Source: an optimization exercise on an open RTL-to-GDS flow (aim: small area, a short achievable clock period and few clock cycles). Production flows keep margins and buffers that such runs may drop.
No driver is modelled on the clock port, so clock power and skew are understated where the tree is cut down; a real chip needs a root buffer or a tree.
Power and IR drop assume default switching activity.

==> flow/design.v (excerpt) <==
module frame_codec (
    input  wire         clk,
    input  wire         rst,
    input  wire         tx_req_valid,
    output wire         tx_req_ready,
    input  wire         tx_op,
    input  wire         tx_ft,
    input  wire         tx_aw,
    input  wire [31:0]  tx_raw_id,
    input  wire [7:0]   tx_sid,
    input  wire [7:0]   tx_nid,
    input  wire [7:0]   tx_plen,
    input  wire [119:0] tx_pay,
    output wire         tx_valid,
    output wire [7:0]   tx_data,
    output wire         tx_last,
    input  wire         tx_ready,
    output wire         tx_resp_valid,
    output wire [2:0]   tx_status,
    output wire [4:0]   tx_wire_len,
    input  wire         rx_req_valid,
    output wire         rx_req_ready,
    input  wire         rx_valid,
    input  wire [7:0]   rx_data,
    input  wire         rx_timeout,
    output wire         rx_ready,
    output wire         rx_resp_valid,
    output wire [2:0]   rx_status,
    output wire         rx_ft,
    output wire         rx_aw,
    output wire [25:0]  rx_sid,
    output wire [5:0]   rx_nid,
    output wire [3:0]   rx_plen,
    output wire [119:0] rx_pay
);
Size: ~610 cells after synthesis, roughly 380 I/O pins.
Settings: LEC_CHECK=0, CAP_MARGIN=20, CORE_MARGIN=2, CORE_UTILIZATION=70, SETUP_SLACK_MARGIN=3.85, SLEW_MARGIN=20, SYNTH_HIERARCHICAL=1; clock period 6.0 ns.
standard.sh (not shown) runs the stock make flow with config.mk's settings and CLKGATE_MAP_FILE= SYNTH_SCRIPT=/design/flow/synth_recipe.tcl, a recipe that flattens the netlist after the stock synthesis.
==> flow/flow/run.sh <==
#!/bin/bash
# Standard layout, except that:
#  - the port buffers are the smallest buffer cell (buf_1);
#  - the clock tree is built by flow/manual_tree.tcl in place of TritonCTS:
#    the clock port drives 4 root buffers, each next to its share of the
#    leaf buffers, and each leaf buffer drives one balanced k-means cluster
#    of flip-flops. Everything after the tree (legalisation, timing repair,
#    routing, finishing) is the standard cts.tcl and later steps.
set -euo pipefail
here=$(pwd)
export BUFFER_PORTS_ARGS="-buffer_cell sky130_fd_sc_hd__buf_1"
bash standard.sh synth > log_synth.log 2>&1
rm -rf scripts_mt
cp -r "$FLOW_HOME/scripts" scripts_mt
python3 - "$here/scripts_mt/cts.tcl" > log_patch.log 2>&1 <<'PY'
import sys
p = sys.argv[1]
s = open(p).read()
old = "log_cmd clock_tree_synthesis {*}$cts_args"
assert s.count(old) == 1
s = s.replace(old, "source $::env(MT_TREE_TCL)\nmt_build $::env(MT_NLEAF) $::env(MT_NROOT) sky130_fd_sc_hd__clkbuf_16 sky130_fd_sc_hd__clkbuf_16")
open(p, "w").write(s)
print("patched", p)
PY
export MT_TREE_TCL="$here/flow/manual_tree.tcl"
export MT_NLEAF=${MT_NLEAF:-12}
export MT_NROOT=${MT_NROOT:-4}
bash standard.sh SCRIPTS_DIR="$here/scripts_mt" finish > log_flow.log 2>&1
Other scripts of this flow, unchanged in this note and not shown: flow/flow/manual_tree.tcl
The baseline aborted during 5_1_grt.
Edit:
--- a/flow/flow/run.sh
+++ b/flow/flow/run.sh
@@ -21 +21 @@
-s = s.replace(old, "source $::env(MT_TREE_TCL)\nmt_build $::env(MT_NLEAF) $::env(MT_NROOT) sky130_fd_sc_hd__clkbuf_16 sky130_fd_sc_hd__clkbuf_16")
+s = s.replace(old, "source $::env(MT_TREE_TCL)\nmt_build $::env(MT_NLEAF) $::env(MT_NROOT) $::env(MT_LEAF_CELL) $::env(MT_ROOT_CELL)")
@@ -26,2 +26,4 @@
-export MT_NLEAF=${MT_NLEAF:-12}
-export MT_NROOT=${MT_NROOT:-4}
+export MT_NLEAF=12
+export MT_NROOT=4
+export MT_LEAF_CELL=sky130_fd_sc_hd__clkbuf_16
+export MT_ROOT_CELL=sky130_fd_sc_hd__clkbuf_16
Settings changed: CORE_UTILIZATION 70 to 60.
Outcome: The changed run finished clean. Area after synthesis does not change. Synthesized cell count does not change.
Edit:
--- a/flow/flow/run.sh
+++ b/flow/flow/run.sh
@@ -21 +21 @@
-s = s.replace(old, "source $::env(MT_TREE_TCL)\nmt_build $::env(MT_NLEAF) $::env(MT_NROOT) $::env(MT_LEAF_CELL) $::env(MT_ROOT_CELL)")
+s = s.replace(old, "source $::env(MT_TREE_TCL)\nmt_build $::env(MT_NLEAF) $::env(MT_NROOT) sky130_fd_sc_hd__clkbuf_16 sky130_fd_sc_hd__clkbuf_16")
@@ -26,4 +26,2 @@
-export MT_NLEAF=12
-export MT_NROOT=4
-export MT_LEAF_CELL=sky130_fd_sc_hd__clkbuf_16
-export MT_ROOT_CELL=sky130_fd_sc_hd__clkbuf_16
+export MT_NLEAF=${MT_NLEAF:-12}
+export MT_NROOT=${MT_NROOT:-4}
Settings changed: SETUP_SLACK_MARGIN 3.85 to 3.8.
After rerunning: Synthesized cell count is unchanged. Synthesized area does not change. Maximum frequency rises by 1.6%. Register-to-register slack gains 40 ps. Critical path depth rises by 5. Sequential power barely changes. Cell area falls by about 2%. Via count falls by about 1%. Worst setup slack gains 36 ps. Hold slack gains 4.0 ps. Global-route usage falls by 0.57 points.
No run of this note included a check of the RTL's function; only the layout flow was run. The clock cells of the second and third runs of this note come from the design's own scripts or RTL, not from TritonCTS.

## static timing again, ports no longer ideal
The results above use ideal ports. As a check the final layouts listed here were re-extracted and re-timed, cells and wires unchanged. Step 1 (the two cells are an assumption about what drives the block):
set clk [get_ports {clk}]
set_driving_cell -lib_cell sky130_fd_sc_hd__clkbuf_16 $clk
set_driving_cell -lib_cell sky130_fd_sc_hd__buf_2 [delete_from_list [all_inputs] $clk]
Step 2 moves the port delays by t, midway between the first and last clock arrival at a register: inputs arrive t later, outputs are due t later. That takes back most of the time a late clock gives input paths. a / b / c = no drivers / after step 1 / after step 2; a / b = the first two.
| run | t (ns) | setup slack, ns | cell pins on the clock port's net |
|---|---|---|---|
| the second run | 0.391 | 3.711 / 3.711 / 3.547 | 4 |
| the third run | 0.387 | 3.747 / 3.703 / 3.514 | 4 |
After both steps every run listed still meets setup and hold. The setup slack of the third run, which loses most, moves by -0.044 ns with the drivers and by -0.233 ns with both steps.
